Source: an optimization exercise on an open RTL-to-GDS flow (aim: small area, a short achievable clock period and few clock cycles per item). Production flows keep margins and buffers that such runs may drop. Function was checked by simulation only, so behaviour that the tests miss may differ from the original.

File: config.mk
export PLATFORM = sky130hd
export DESIGN_NAME = cfimu_update
export DESIGN_NICKNAME = cfimu_update
export VERILOG_FILES = /design/flow/design.v
export SDC_FILE = /design/flow/constraint.sdc
export NUM_CORES = 4
export LEC_CHECK = 0
export CAP_MARGIN = 20
export CELL_PAD_IN_SITES_DETAIL_PLACEMENT = 1
export CELL_PAD_IN_SITES_GLOBAL_PLACEMENT = 2
export CORE_MARGIN = 2
export CORE_UTILIZATION = 25
export PLACE_DENSITY = 0.4
export SLEW_MARGIN = 20
File: constraint.sdc
create_clock -name core_clock -period 28.0 [get_ports {clk}]
set_input_delay 5.6000 -clock core_clock [delete_from_list [all_inputs] [get_ports {clk}]]
set_output_delay 5.6000 -clock core_clock [all_outputs]
set_load 0.01 [all_outputs]
File: design.v
module fp_add (
    input  wire [31:0] a,
    input  wire [31:0] b,
    output reg  [31:0] y
);
    function [4:0] clz27(input [26:0] v);
        integer i;
        reg found;
        begin
            clz27 = 5'd27;
            found = 1'b0;
            for (i = 26; i >= 0; i = i - 1)
                if (!found && v[i]) begin
                    clz27 = 5'd26 - i[4:0];
                    found = 1'b1;
                end
        end
    endfunction
    wire       a_inf = (a[30:23] == 8'hFF) && (a[22:0] == 0);
    wire       b_inf = (b[30:23] == 8'hFF) && (b[22:0] == 0);
    wire       a_nan = (a[30:23] == 8'hFF) && (a[22:0] != 0);
    wire       b_nan = (b[30:23] == 8'hFF) && (b[22:0] != 0);
    wire       swap = (b[30:0] > a[30:0]);
    wire [31:0] x = swap ? b : a;
    wire [31:0] z = swap ? a : b;
    wire [7:0]  ex = (x[30:23] == 0) ? 8'd1 : x[30:23];
    wire [7:0]  ez = (z[30:23] == 0) ? 8'd1 : z[30:23];
    wire [23:0] mx = {x[30:23] != 0, x[22:0]};
    wire [23:0] mz = {z[30:23] != 0, z[22:0]};
    wire [7:0]  d  = ex - ez;
    wire        sub = x[31] ^ z[31];
    reg  [26:0] zs;       
    reg  [27:0] s;        
    reg  [26:0] n;        
    reg  [4:0]  lz;
    reg  [4:0]  sh;
    reg  [9:0]  e;
    reg  [24:0] mr;
    reg         up;
    reg  [49:0] wide;
    always @* begin
        wide = {mz, 26'b0} >> d;
        if (d > 8'd26)
            zs = {26'b0, mz != 0};
        else
            zs = {wide[49:24], wide[23:0] != 0};
        if (sub) s = {1'b0, mx, 3'b0} - {1'b0, zs};
        else     s = {1'b0, mx, 3'b0} + {1'b0, zs};
        e = {2'b0, ex};
        lz = clz27(s[26:0]);
        sh = 5'd0;
        if (s[27]) begin
            n = {s[27:2], s[1] | s[0]};
            e = e + 10'd1;
        end else begin
            sh = (e - 10'd1 < {5'b0, lz}) ? e[4:0] - 5'd1 : lz;
            n = s[26:0] << sh;
            e = e - {5'b0, sh};
        end
        up = n[2] & (n[1] | n[0] | n[3]);
        mr = {1'b0, n[26:3]} + {24'b0, up};
        if (mr[24]) begin
            mr = mr >> 1;
            e = e + 10'd1;
        end
        if (a_nan || b_nan || (a_inf && b_inf && (a[31] != b[31])))
            y = 32'h7FC00000;
        else if (a_inf)
            y = a;
        else if (b_inf)
            y = b;
        else if (s == 0)
            y = {(a[31] & b[31]), 31'b0};
        else if (e >= 10'd255)
            y = {x[31], 8'hFF, 23'b0};
        else
            y = {x[31], (mr[23] ? e[7:0] : 8'd0), mr[22:0]};
    end
endmodule
module fp_mul (
    input  wire [31:0] a,
    input  wire [31:0] b,
    output reg  [31:0] y
);
    function [5:0] clz48(input [47:0] v);
        integer i;
        reg found;
        begin
            clz48 = 6'd48;
            found = 1'b0;
            for (i = 47; i >= 0; i = i - 1)
                if (!found && v[i]) begin
                    clz48 = 6'd47 - i[5:0];
                    found = 1'b1;
                end
        end
    endfunction
    wire        sign  = a[31] ^ b[31];
    wire        a_inf = (a[30:23] == 8'hFF) && (a[22:0] == 0);
    wire        b_inf = (b[30:23] == 8'hFF) && (b[22:0] == 0);
    wire        a_nan = (a[30:23] == 8'hFF) && (a[22:0] != 0);
    wire        b_nan = (b[30:23] == 8'hFF) && (b[22:0] != 0);
    wire        a_zero = (a[30:0] == 0);
    wire        b_zero = (b[30:0] == 0);
    wire [23:0] ma = {a[30:23] != 0, a[22:0]};
    wire [23:0] mb = {b[30:23] != 0, b[22:0]};
    wire [9:0]  ea = (a[30:23] == 0) ? 10'd1 : {2'b0, a[30:23]};
    wire [9:0]  eb = (b[30:23] == 0) ? 10'd1 : {2'b0, b[30:23]};
    wire [47:0] p  = ma * mb;
    reg  [5:0]  lz;
    reg  [47:0] pn;
    reg  [9:0]  e;         
    reg  [9:0]  rsh;
    reg  [97:0] ext;
    reg  [26:0] n;
    reg         up;
    reg  [24:0] mr;
    always @* begin
        lz  = clz48(p);
        pn  = p << lz;
        e   = ea + eb - 10'd126 - {4'b0, lz};
        rsh = 10'd0;
        if (e[9] || e == 10'd0) begin
            rsh = 10'd1 - e;
            e   = 10'd1;
        end
        if (rsh > 10'd50)
            ext = {97'b0, pn != 0};
        else
            ext = {pn, 50'b0} >> rsh;
        n  = {ext[97:72], ext[71:0] != 0};
        up = n[2] & (n[1] | n[0] | n[3]);
        mr = {1'b0, n[26:3]} + {24'b0, up};
        if (mr[24]) begin
            mr = mr >> 1;
            e  = e + 10'd1;
        end
        if (a_nan || b_nan || (a_inf && b_zero) || (b_inf && a_zero))
            y = 32'h7FC00000;
        else if (a_inf || b_inf)
            y = {sign, 8'hFF, 23'b0};
        else if (a_zero || b_zero)
            y = {sign, 31'b0};
        else if (!e[9] && e >= 10'd255)
            y = {sign, 8'hFF, 23'b0};
        else
            y = {sign, (mr[23] ? e[7:0] : 8'd0), mr[22:0]};
    end
endmodule
module fp_div #(
    parameter NS = 9
) (
    input  wire        clk,
    input  wire        ld,
    input  wire        step,
    input  wire        fin,
    input  wire [63:0] d,
    output reg  [31:0] dt
);
    localparam [14:0] DEN = 15'd15625;
    function [6:0] clz64(input [63:0] v);
        integer i;
        reg found;
        begin
            clz64 = 7'd64;
            found = 1'b0;
            for (i = 63; i >= 0; i = i - 1)
                if (!found && v[i]) begin
                    clz64 = 7'd63 - i[6:0];
                    found = 1'b1;
                end
        end
    endfunction
    reg [13:0] rem;
    reg [26:0] qd;
    reg [6:0]  ex;
    wire [6:0]  lz = clz64(d);
    wire [63:0] n  = d << lz[5:0];
    wire        up = n[39] & ((n[38:0] != 0) | n[40]);
    wire [24:0] m  = {1'b0, n[63:40]} + {24'b0, up};
    wire [23:0] mx = m[24] ? 24'h800000 : m[23:0];
    wire [6:0]  e0 = m[24] ? 7'd64 - lz : 7'd63 - lz;
    reg [13:0] r [0:NS];
    reg [26:0] q [0:NS];
    reg [14:0] t;
    integer k;
    always @* begin
        r[0] = rem;
        q[0] = qd;
        for (k = 0; k < NS; k = k + 1) begin
            t = {r[k], q[k][26]};
            if (t >= DEN) begin
                r[k+1] = t - DEN;
                q[k+1] = {q[k][25:0], 1'b1};
            end else begin
                r[k+1] = t[13:0];
                q[k+1] = {q[k][25:0], 1'b0};
            end
        end
    end
    wire [13:0] rf = r[NS];
    wire [26:0] qf = q[NS];
    wire        hi  = qf[26];
    wire [23:0] mq  = hi ? qf[26:3] : qf[25:2];
    wire        g   = hi ? qf[2] : qf[1];
    wire        st  = (hi ? (qf[1] | qf[0]) : qf[0]) | (rf != 0);
    wire        rup = g & (st | mq[0]);
    wire [24:0] mr  = {1'b0, mq} + {24'b0, rup};
    wire [7:0]  eb  = {1'b0, ex} + (hi ? 8'd108 : 8'd107) + {7'b0, mr[24]};
    always @(posedge clk) begin
        if (ld) begin
            rem <= {1'b0, mx[23:11]};
            qd  <= {mx[10:0], 16'b0};
            ex  <= e0;
        end else if (step) begin
            rem <= rf;
            qd  <= qf;
            if (fin)
                dt <= {1'b0, eb, mr[24] ? 23'b0 : mr[22:0]};
        end
    end
endmodule
module fp_sqrt #(
    parameter N0 = 4,
    parameter NS = 7
) (
    input  wire        clk,
    input  wire        ld,
    input  wire        step,
    input  wire [31:0] a,
    output wire [31:0] y
);
    function [4:0] clz24(input [23:0] v);
        integer i;
        reg found;
        begin
            clz24 = 5'd24;
            found = 1'b0;
            for (i = 23; i >= 0; i = i - 1)
                if (!found && v[i]) begin
                    clz24 = 5'd23 - i[4:0];
                    found = 1'b1;
                end
        end
    endfunction
    reg [49:0] rad;
    reg [25:0] rem;
    reg [24:0] root;
    reg [7:0]  e;
    reg        zero;
    wire [23:0] m0 = {a[30:23] != 0, a[22:0]};
    wire [4:0]  lz = clz24(m0);
    wire [23:0] mn = m0 << lz;
    wire [9:0]  eu = ((a[30:23] == 0) ? 10'd1 : {2'b0, a[30:23]}) - 10'd127 - {5'b0, lz};
    wire [49:0] r0 = eu[0] ? {mn, 26'b0} : {1'b0, mn, 25'b0};
    wire [9:0]  eh = eu - {9'b0, eu[0]};
    wire [7:0]  eb = eh[8:1] + 8'd127;
    reg [49:0] sr [0:NS];
    reg [25:0] sm [0:NS];
    reg [24:0] sq [0:NS];
    reg [27:0] trial, sub;
    integer k;
    always @* begin
        sr[0] = ld ? r0 : rad;
        sm[0] = ld ? 26'b0 : rem;
        sq[0] = ld ? 25'b0 : root;
        for (k = 0; k < NS; k = k + 1) begin
            trial = {sm[k], sr[k][49:48]};
            sub   = {1'b0, sq[k], 2'b01};
            sr[k+1] = {sr[k][47:0], 2'b00};
            if (trial >= sub) begin
                sm[k+1] = trial - sub;
                sq[k+1] = {sq[k][23:0], 1'b1};
            end else begin
                sm[k+1] = trial[25:0];
                sq[k+1] = {sq[k][23:0], 1'b0};
            end
        end
    end
    wire [49:0] nr = ld ? sr[N0] : sr[NS];
    wire [25:0] nm = ld ? sm[N0] : sm[NS];
    wire [24:0] nq = ld ? sq[N0] : sq[NS];
    always @(posedge clk) begin
        if (ld || step) begin
            rad  <= nr;
            rem  <= nm;
            root <= nq;
        end
        if (ld) begin
            e    <= eb;
            zero <= (a[30:0] == 0);
        end
    end
    wire        up = nq[0] & ((nm != 0) | nq[1]);
    wire [24:0] mr = {1'b0, nq[24:1]} + {24'b0, up};
    assign y = zero ? 32'b0 : (mr[24] ? {1'b0, e + 8'd1, 23'b0} : {1'b0, e, mr[22:0]});
endmodule
module fp_wrap (
    input  wire        clk,
    input  wire        rst,
    input  wire        go,
    input  wire        lim90,      
    input  wire [31:0] a,
    output wire        ok,
    output wire [31:0] y
);
    localparam [30:0] L180_BITS = 31'h43340000;
    localparam [30:0] L90_BITS  = 31'h42B40000;
    localparam [26:0] MOD180 = 27'd360 << 17;
    localparam [26:0] MOD90  = 27'd180 << 17;
    function [4:0] clz26(input [25:0] v);
        integer i;
        reg found;
        begin
            clz26 = 5'd26;
            found = 1'b0;
            for (i = 25; i >= 0; i = i - 1)
                if (!found && v[i]) begin
                    clz26 = 5'd25 - i[4:0];
                    found = 1'b1;
                end
        end
    endfunction
    function [26:0] dr(input [26:0] r, input [26:0] m);
        reg [27:0] d2;
        begin
            d2 = {r, 1'b0};
            dr = (d2 >= {1'b0, m}) ? d2 - {1'b0, m} : d2[26:0];
        end
    endfunction
    reg        wbusy;
    reg [26:0] rem_r;
    reg [7:0]  st_r;
    wire [26:0] modv     = lim90 ? MOD90 : MOD180;
    wire [30:0] lim_bits = lim90 ? L90_BITS : L180_BITS;
    wire        in_range = (a[30:0] <= lim_bits);
    wire [26:0] rem_s = wbusy ? rem_r : {3'b0, 1'b1, a[22:0]};
    wire [7:0]  st_s  = wbusy ? st_r  : a[30:23] - 8'd133;
    wire [26:0] s1    = (st_s != 0) ? dr(rem_s, modv) : rem_s;
    wire [26:0] s2    = (st_s > 8'd1) ? dr(s1, modv) : s1;
    wire        fin   = (st_s <= 8'd2);
    wire [26:0] half = {1'b0, modv[26:1]};
    wire        low  = (s2 <= half);
    wire [26:0] mag  = low ? s2 : modv - s2;
    wire        rneg = low ? a[31] : ~a[31];
    wire [4:0]  lz   = clz26(mag[25:0]);
    wire [25:0] nm   = mag[25:0] << lz;
    wire [7:0]  ef   = 8'd135 - {3'b0, lz};
    wire [31:0] yw   = (mag == 0) ? 32'b0 : {rneg, ef, nm[24:2]};
    wire pass = !wbusy && in_range;
    assign ok = pass || fin;
    assign y  = pass ? a : yw;
    always @(posedge clk) begin
        if (rst) begin
            wbusy <= 1'b0;
        end else if (go && !ok) begin
            wbusy <= 1'b1;
            rem_r <= s2;
            st_r  <= st_s - 8'd2;
        end else begin
            wbusy <= 1'b0;
        end
    end
endmodule
module cfimu_update #(
    parameter [63:0] TIME_HZ = 64'd1000000
) (
    input  wire        clk,
    input  wire        rst,
    input  wire        start,
    input  wire        load,
    input  wire [31:0] ld_roll,
    input  wire [31:0] ld_pitch,
    input  wire [31:0] ld_yaw,
    input  wire [31:0] ld_bias,
    input  wire [31:0] acc_roll,
    input  wire [31:0] acc_pitch,
    input  wire [31:0] ax,
    input  wire [31:0] ay,
    input  wire [31:0] az,
    input  wire [31:0] gx,
    input  wire [31:0] gy,
    input  wire [31:0] gz,
    input  wire [63:0] t_now,
    input  wire [31:0] alpha,
    input  wire [31:0] beta,
    input  wire [31:0] acc_th,
    input  wire [31:0] gz_th,
    output reg         busy,
    output reg         done,
    output reg  [31:0] roll,
    output reg  [31:0] pitch,
    output reg  [31:0] yaw,
    output reg  [31:0] bias,
    output reg  [63:0] t_last,
    output reg         t_valid
);
    localparam [31:0] ONE  = 32'h3F800000;
    localparam [31:0] MONE = 32'hBF800000;
    function [31:0] neg(input [31:0] x);
        neg = {~x[31], x[30:0]};
    endfunction
    function flt(input [31:0] x, input [31:0] y);
        begin
            if (x[30:0] == 0 && y[30:0] == 0)
                flt = 1'b0;
            else if (x[31] != y[31])
                flt = x[31];
            else if (!x[31])
                flt = x[30:0] < y[30:0];
            else
                flt = x[30:0] > y[30:0];
        end
    endfunction
    reg  [3:0]  st;           
    reg         dtpos;
    reg  [31:0] aa0, ab0, aa1, ab1, ma, mb;
    reg         msel_dt;
    reg  [31:0] wi;
    reg         wlim;
    reg  [31:0] t1, t2, t3, t4;
    wire [31:0] add0_y, add1_y, mul_y, wrap_y, dt, mag;
    wire        wrap_ok;
    fp_add u_add0 (.a(aa0), .b(ab0), .y(add0_y));
    fp_add u_add1 (.a(aa1), .b(ab1), .y(add1_y));
    fp_mul u_mul  (.a(ma), .b(msel_dt ? dt : mb), .y(mul_y));
    wire wgo = (st == 4'd8) || (st == 4'd9) || (st == 4'd12) || (st == 4'd13);
    fp_wrap u_wrap (.clk(clk), .rst(rst), .go(wgo), .lim90(wlim), .a(wi),
                    .ok(wrap_ok), .y(wrap_y));
    wire adv = !(wgo && !wrap_ok);
    wire [63:0] d = t_now - t_last;
    fp_div #(.NS(9)) u_div (.clk(clk), .ld(st == 4'd1), .step(st == 4'd2 || st == 4'd3 || st == 4'd4),
                            .fin(st == 4'd4), .d(t_last), .dt(dt));
    fp_sqrt #(.N0(4), .NS(7)) u_sqrt (.clk(clk), .ld(st == 4'd5),
                            .step(adv && (st == 4'd6 || st == 4'd7 || st == 4'd8)),
                            .a(t4), .y(mag));
    wire stat = flt({1'b0, t4[30:0]}, acc_th) && flt({1'b0, gz[30:0]}, gz_th);
    wire [31:0] nbias = stat ? t3 : bias;
    always @(posedge clk) begin
        if (rst) begin
            st      <= 4'd0;
            busy    <= 1'b0;
            done    <= 1'b0;
            roll    <= 32'b0;
            pitch   <= 32'b0;
            yaw     <= 32'b0;
            bias    <= 32'b0;
            t_last  <= 64'b0;
            t_valid <= 1'b0;
            msel_dt <= 1'b0;
        end else begin
            done <= 1'b0;
            if (adv && st != 4'd0)
                st <= (st == 4'd13) ? 4'd0 : st + 4'd1;
            case (st)
                4'd0: begin
                    if (load) begin
                        roll  <= ld_roll;
                        pitch <= ld_pitch;
                        yaw   <= ld_yaw;
                        bias  <= ld_bias;
                    end else if (start) begin
                        busy   <= 1'b1;
                        st     <= 4'd1;
                        t_last <= d;
                        dtpos  <= t_valid && !d[63] && (d != 64'd0);
                        ma     <= ax;
                        mb     <= ax;
                        aa0    <= ONE;
                        ab0    <= neg(alpha);
                    end
                end
                4'd1: begin    
                    t1  <= add0_y;
                    aa1 <= mul_y;
                    ma  <= ay;
                    mb  <= ay;
                end
                4'd2: begin    
                    ab1 <= mul_y;
                    ma  <= az;
                    mb  <= az;
                    aa0 <= ONE;
                    ab0 <= neg(beta);
                end
                4'd3: begin    
                    ma  <= add0_y;
                    mb  <= bias;
                    aa1 <= add1_y;
                    ab1 <= mul_y;
                end
                4'd4: begin    
                    t2      <= mul_y;
                    t4      <= add1_y;
                    ma      <= gx;
                    msel_dt <= 1'b1;
                end
                4'd5: begin    
                    aa0 <= roll;
                    ab0 <= mul_y;
                    ma  <= {gy[31] ^ (az[31] && (az[30:0] != 0)), gy[30:0]};
                end
                4'd6: begin    
                    if (dtpos) aa0 <= add0_y;
                    ab0     <= neg(acc_roll);
                    aa1     <= pitch;
                    ab1     <= mul_y;
                    ma      <= beta;
                    mb      <= gz;
                    msel_dt <= 1'b0;
                end
                4'd7: begin    
                    wi   <= add0_y;
                    wlim <= 1'b0;
                    aa0  <= t2;
                    ab0  <= mul_y;
                    if (dtpos) aa1 <= add1_y;
                    ab1  <= neg(acc_pitch);
                    ma   <= t1;
                    mb   <= acc_roll;
                end
                4'd8: if (adv) begin    
                    aa0  <= acc_roll;
                    ab0  <= wrap_y;
                    t3   <= add0_y;
                    t2   <= mul_y;
                    wi   <= add1_y;
                    wlim <= 1'b1;
                    aa1  <= mag;
                    ab1  <= MONE;
                    ma   <= t1;
                    mb   <= acc_pitch;
                end
                4'd9: if (adv) begin    
                    ma  <= add0_y;
                    mb  <= alpha;
                    t1  <= mul_y;
                    t4  <= add1_y;
                    aa1 <= acc_pitch;
                    ab1 <= wrap_y;
                end
                4'd10: begin   
                    bias <= nbias;
                    aa0  <= mul_y;
                    ab0  <= t2;
                    ma   <= add1_y;
                    mb   <= alpha;
                    aa1  <= gz;
                    ab1  <= neg(nbias);
                end
                4'd11: begin   
                    wi      <= add0_y;
                    wlim    <= 1'b0;
                    aa1     <= mul_y;
                    ab1     <= t1;
                    ma      <= add1_y;
                    msel_dt <= 1'b1;
                end
                4'd12: if (adv) begin   
                    roll    <= wrap_y;
                    wi      <= add1_y;
                    wlim    <= 1'b1;
                    aa0     <= yaw;
                    ab0     <= mul_y;
                    msel_dt <= 1'b0;
                end
                4'd13: if (adv) begin   
                    pitch   <= wrap_y;
                    if (dtpos) yaw <= add0_y;
                    t_last  <= t_now;
                    t_valid <= 1'b1;
                    busy    <= 1'b0;
                    done    <= 1'b1;
                end
                default: ;
            endcase
        end
    end
endmodule
File: run.sh
#!/bin/bash
# synth_recipe.tcl (not shown) runs the flow's synth.tcl, then flattens the netlist and writes it again
# the make line also repeats each setting of config.mk as NAME=value (left out here)
make -C /OpenROAD-flow-scripts/flow DESIGN_CONFIG=/design/flow/config.mk WORK_HOME=/design/flow/orfs CLKGATE_MAP_FILE= SYNTH_SCRIPT=/design/flow/synth_recipe.tcl finish
==> notes.md <==
* Startpoint of the lowest-slack hold path: u_div.qd[12]$_SDFFE_PP0N_
- For this block, the initial DRC count from the detailed router was 14600.
- Largest clock skew in the final design: 168 ps
* Clock Pin Slew Worst Setup and Hold Paths: 70 ps
- Synthesis-to-layout area growth: 18.4%
- Measured in cells, the most critical reg-to-reg path has a length of 122.
- The synthesized design contains 527 enable-type register cells.
* Share of layout cells above drive strength 1: 8.78%
- Fraction of synthesis flops using an asynchronous set or reset pin: 0%
- The number of antenna violations at the first check in global routing is 139.
* H-tree lvl count: 3
- Cell area reported after detailed placement: 140000 um^2
- The die is 703 um tall.
- The final max-slew violation count is 0.
- Via/cell ratio: 5.88
- DR vias: 138000
- During synthesis, Yosys emitted a total of 11 warnings.
- Synthesis instantiated 133 different standard cells from the library.
* Outcome: timing/DRC/antenna clean
- Startpoint type of the worst setup path: flip-flop
- By startpoint and endpoint, the worst setup path is classified as flip-flop to flip-flop.
* Largest fanout on the critical path: 22
* Reg2Reg Launch Point: t4[15]$_DFFE_PP_
- The register with the most flip-flops in the layout has 64 of them.
- The floorplan has 256 rows.
- Core occupancy in the finished layout: 29.7%
* Largest register by flop count: t_last
- During placement, the flow inserted port buffers numbering 774.
* First-pass GRT wire length: 1190 mm
- Net count of the finished layout: 18700
- Total of hold buffers inserted after clock tree synthesis: 0
- Number of global-route vias before repair: 136000
* Count of placed standard cells in the final layout, fillers left out: 23400
- The final layout contains routed wiring with a total length of 880 mm.
- The path with the worst hold slack has its endpoint at u_div.qd[12]$_SDFFE_PP0N_.
- CTS tree: done
- The worst register-to-register path has a setup slack of 1690 ps.
- Proportion of synthesized chip area in sequential cells: 16.5%
* I/O Pins: 775
* Insertion delay to the later sink of the worst-skew pair: 980 ps
* Wire per inst: 37.6 um
- Averaged over all synthesized cells, the footprint is 7.54 um^2.
- Global-route usage over all layers: 34.3%
- Initial standard-cell utilization of the core: 25.1%
- Setup total negative slack on the finished layout was measured at 0 ps.
- Synthesis produced a netlist whose cell count is 16200.
* Crit path time final: 26310 ps
- The die covers 494000 um^2.
* Area of the core: 487000 um^2
- In this run the critical register-to-register path is captured at aa1[30]$_DFFE_PP_.
- Area of all placed cells without fillers: 145000 um^2
* Largest net degree at the start of global routing: 98
- Summed over all layers, the global routing overflow is 0.
- Antenna violation net count after detailed routing: 0
- Max-Cap Viols: 0
- Counting the buffers created by CTS gives 114.
- For this run, the leading register cell type out of synthesis is sky130_fd_sc_hd__edfxtp_1.
- The worst setup path is captured at a flip-flop.
- The die is 703 um wide.
* Classification of the worst-slack hold path: flip-flop to flip-flop
- At the worst endpoint, the required time is 28670 ps.
* DRC violation count after routing: 0
- Number of register bits inferred by synthesis: 745
- Fmax: 38.0 MHz
* Number of nets in the synthesized netlist: 18100
- After layout, the worst path uses 94.0% of the clock period.
- The worst hold path was traced through 2 stages.
- Data arrives at the worst endpoint at 26980 ps.
- Counting stages on the worst path, the most repeated cell is sky130_fd_sc_hd__o21ai_0.
* Hold Worst Slack: 525 ps
- Post-Syn Area: 122000 um^2
- Clock Tree Root: sky130_fd_sc_hd__clkbuf_16
- Final GP Congestion: 1.02
* HPWL Detailed: 730 mm
* Length of the first detailed-routing pass in iterations: 10
- Final-report setup violation count: 0
- Worst relative slew slack: 10.8%
* Worst-Margin Slew: 1300 ps
* Clk sink count: 745
- Clock tree buffer depth: 4
- In this design, the stage delay of the slowest critical-path cell is 830 ps.
- Among all stages on the critical path, the largest delay is contributed by sky130_fd_sc_hd__a311oi_1.
- In this run, placement finished with an instance count of 23100.
- Filler cell count: 58300
- Number of hold violations in the final report: 0
==> per-layer routing <==
layer	vias up	routed length [um]	global-route usage, %	part of all wire (%)
met3	1101	62200	6.36	7.1
met5	-	523	0	0.059
li1	60800	-	-	-
met4	44	50200	16.5	5.7
met1	70600	390000	46.3	44
met2	5152	377000	52.4	43
==> critical path, delay by kind of cell, from the launching register on <==
kind                     cells  cell delay, ps
multiplexers                 6            1870
flip-flops                   1             380
AND/OR/NAND/NOR             33            5560
XOR/XNOR                     1              60
adder cells (fa/ha/maj)      8            2580
buffers and inverters        8            1420
AO/OA/AOI/OAI               66           14030
==> worst max path at each step <==
stage | depth (start not counted) | end | from
global route | 125 | aa1[30]$_DFFE_PP_ | t4[15]$_DFFE_PP_
CTS | 129 | aa1[30]$_DFFE_PP_ | t4[12]$_DFFE_PP_
floorplan | 137 | aa1[30]$_DFFE_PP_ | t4[14]$_DFFE_PP_
detailed placement | 130 | aa1[30]$_DFFE_PP_ | t4[12]$_DFFE_PP_
finish | 122 | aa1[30]$_DFFE_PP_ | t4[15]$_DFFE_PP_
global placement | 129 | aa1[30]$_DFFE_PP_ | t4[12]$_DFFE_PP_
==> synthesized netlist by cell type, types with 64 or more instances <==
master	number	area (um^2)
sky130_fd_sc_hd__o22ai_1	101	632
sky130_fd_sc_hd__xor2_1	215	1880
sky130_fd_sc_hd__a221o_1	71	711
sky130_fd_sc_hd__ha_1	778	9730
sky130_fd_sc_hd__o31ai_1	115	863
sky130_fd_sc_hd__nand2_1	1807	6780
sky130_fd_sc_hd__o21bai_1	78	586
sky130_fd_sc_hd__and3_1	118	738
sky130_fd_sc_hd__o2111ai_1	64	561
sky130_fd_sc_hd__clkbuf_1	768	2880
sky130_fd_sc_hd__mux2_2	150	1690
sky130_fd_sc_hd__dfxtp_1	218	4360
sky130_fd_sc_hd__inv_1	1145	4300
sky130_fd_sc_hd__a21oi_1	1261	6310
sky130_fd_sc_hd__o221ai_1	86	753
sky130_fd_sc_hd__or2_2	94	588
sky130_fd_sc_hd__buf_1	124	465
sky130_fd_sc_hd__a22oi_1	216	1620
sky130_fd_sc_hd__xnor2_1	431	3770
sky130_fd_sc_hd__nor3_1	434	2170
sky130_fd_sc_hd__o21a_1	104	781
sky130_fd_sc_hd__o21ai_0	805	4030
sky130_fd_sc_hd__nand3_1	461	2310
sky130_fd_sc_hd__nor2_1	1471	5520
sky130_fd_sc_hd__or3_1	103	644
sky130_fd_sc_hd__and2_1	239	1500
sky130_fd_sc_hd__fa_1	501	10000
sky130_fd_sc_hd__edfxtp_1	527	15800
sky130_fd_sc_hd__a222oi_1	140	1400
sky130_fd_sc_hd__a211oi_1	350	2630
sky130_fd_sc_hd__a21o_1	296	2220
sky130_fd_sc_hd__mux2i_1	485	4850
sky130_fd_sc_hd__nor2b_1	290	1810
sky130_fd_sc_hd__o211ai_1	178	1340
sky130_fd_sc_hd__nor4_1	213	1330
sky130_fd_sc_hd__nand2b_1	166	1040
sky130_fd_sc_hd__nand4_1	269	1680
sky130_fd_sc_hd__a31oi_1	139	870
==> repair_timing <==
item / 4_1_cts / 5_1_grt
buffers inserted: 3 / 10
cloned: 0 / 2
gates resized for setup: 7 / 80
endpoints found under the hold margin: 0 / 0
endpoints found under the setup margin: 8 / 57
pin swaps: 2 / 8
==> through the flow <==
step | worst slack [ps]
after detailed placement | -290
after floorplan | 543
after CTS | 14.1
after global placement | -325
final | 1690
after global routing | -2.22
==> placed cells by master, fill, tap and decap left out, types with 163 or more instances in the layout <==
master,instances
sky130_fd_sc_hd__nand2_1,1798
sky130_fd_sc_hd__nor2_1,1441
sky130_fd_sc_hd__a21oi_1,1235
sky130_fd_sc_hd__inv_1,1139
sky130_fd_sc_hd__o21ai_0,775
sky130_fd_sc_hd__ha_1,775
sky130_fd_sc_hd__clkdlybuf4s50_1,769
sky130_fd_sc_hd__buf_4,640
sky130_fd_sc_hd__edfxtp_1,527
sky130_fd_sc_hd__fa_1,501
sky130_fd_sc_hd__mux2i_1,473
sky130_fd_sc_hd__nand3_1,460
sky130_fd_sc_hd__xnor2_1,428
sky130_fd_sc_hd__nor3_1,414
sky130_fd_sc_hd__a211oi_1,340
sky130_fd_sc_hd__a21o_1,295
sky130_fd_sc_hd__nor2b_1,288
sky130_fd_sc_hd__nand4_1,269
sky130_fd_sc_hd__and2_1,238
sky130_fd_sc_hd__xor2_1,214
sky130_fd_sc_hd__dfxtp_1,214
sky130_fd_sc_hd__a22oi_1,212
sky130_fd_sc_hd__nor4_1,199
sky130_fd_sc_hd__o211ai_1,178
sky130_fd_sc_hd__nand2b_1,163
==> cells by family after synthesis <==
| kind of cell | Yosys count | synth area share [%] |
|---|---|---|
| buffers and inverters | 2118 | 6.63 |
| AOI/OAI and AO/OA | 4828 | 26.8 |
| DFF | 745 | 16.5 |
| and+or+nand+nor | 5896 | 23.0 |
| muxes | 683 | 6.22 |
| xor gates and xnor gates | 649 | 4.67 |
| adders and majority gates | 1280 | 16.2 |
==> area by class of cell <==
class | instances | area (um^2) | area share, %
Sequential cell | 745 | 20200 | 14.0
Clock inverter | 68 | 816 | 0.564
Timing Repair Buffer | 1431 | 12800 | 8.85
Inverter | 1166 | 4400 | 3.04
Tap cell | 6450 | 8070 | 5.58
Antenna cell | 61 | 153 | 0.105
Multi-Input combinational cell | 13300 | 95200 | 65.8
Clock buffer | 141 | 3060 | 2.11
Testbench counts, summed over its fixed seeds: cycles 33,608, updates 2,400.

## re-timing with driven ports
In the flow no input, the clock included, has a driving cell. The finished layout below was timed again as built, in two steps.
Step 1 sets driving cells, clkbuf_16 on the clock port and buf_2 on the other inputs (assumed; they add their load-dependent delay and slew).
Step 2 moves the port delays by t, midway between the first and last clock arrival at a register: inputs arrive t later, outputs are due t later. That takes back most of the time a late clock gives input paths.
Three values: ideal, step 1, step 2; two values: the first two.
shift t [ns]: 1.010
slack for setup (ns): 1.693 / 1.693 / 1.693
worst hold slack (ns): 0.525 / 0.525 / 0.525
worst setup path at the end: register to register
slew at the worst register clock pin (ns): 0.08 / 0.08
After both steps setup and hold are still met in this run. The setup slack of this run moves by 0.000 ns with the drivers and by 0.000 ns with both steps.
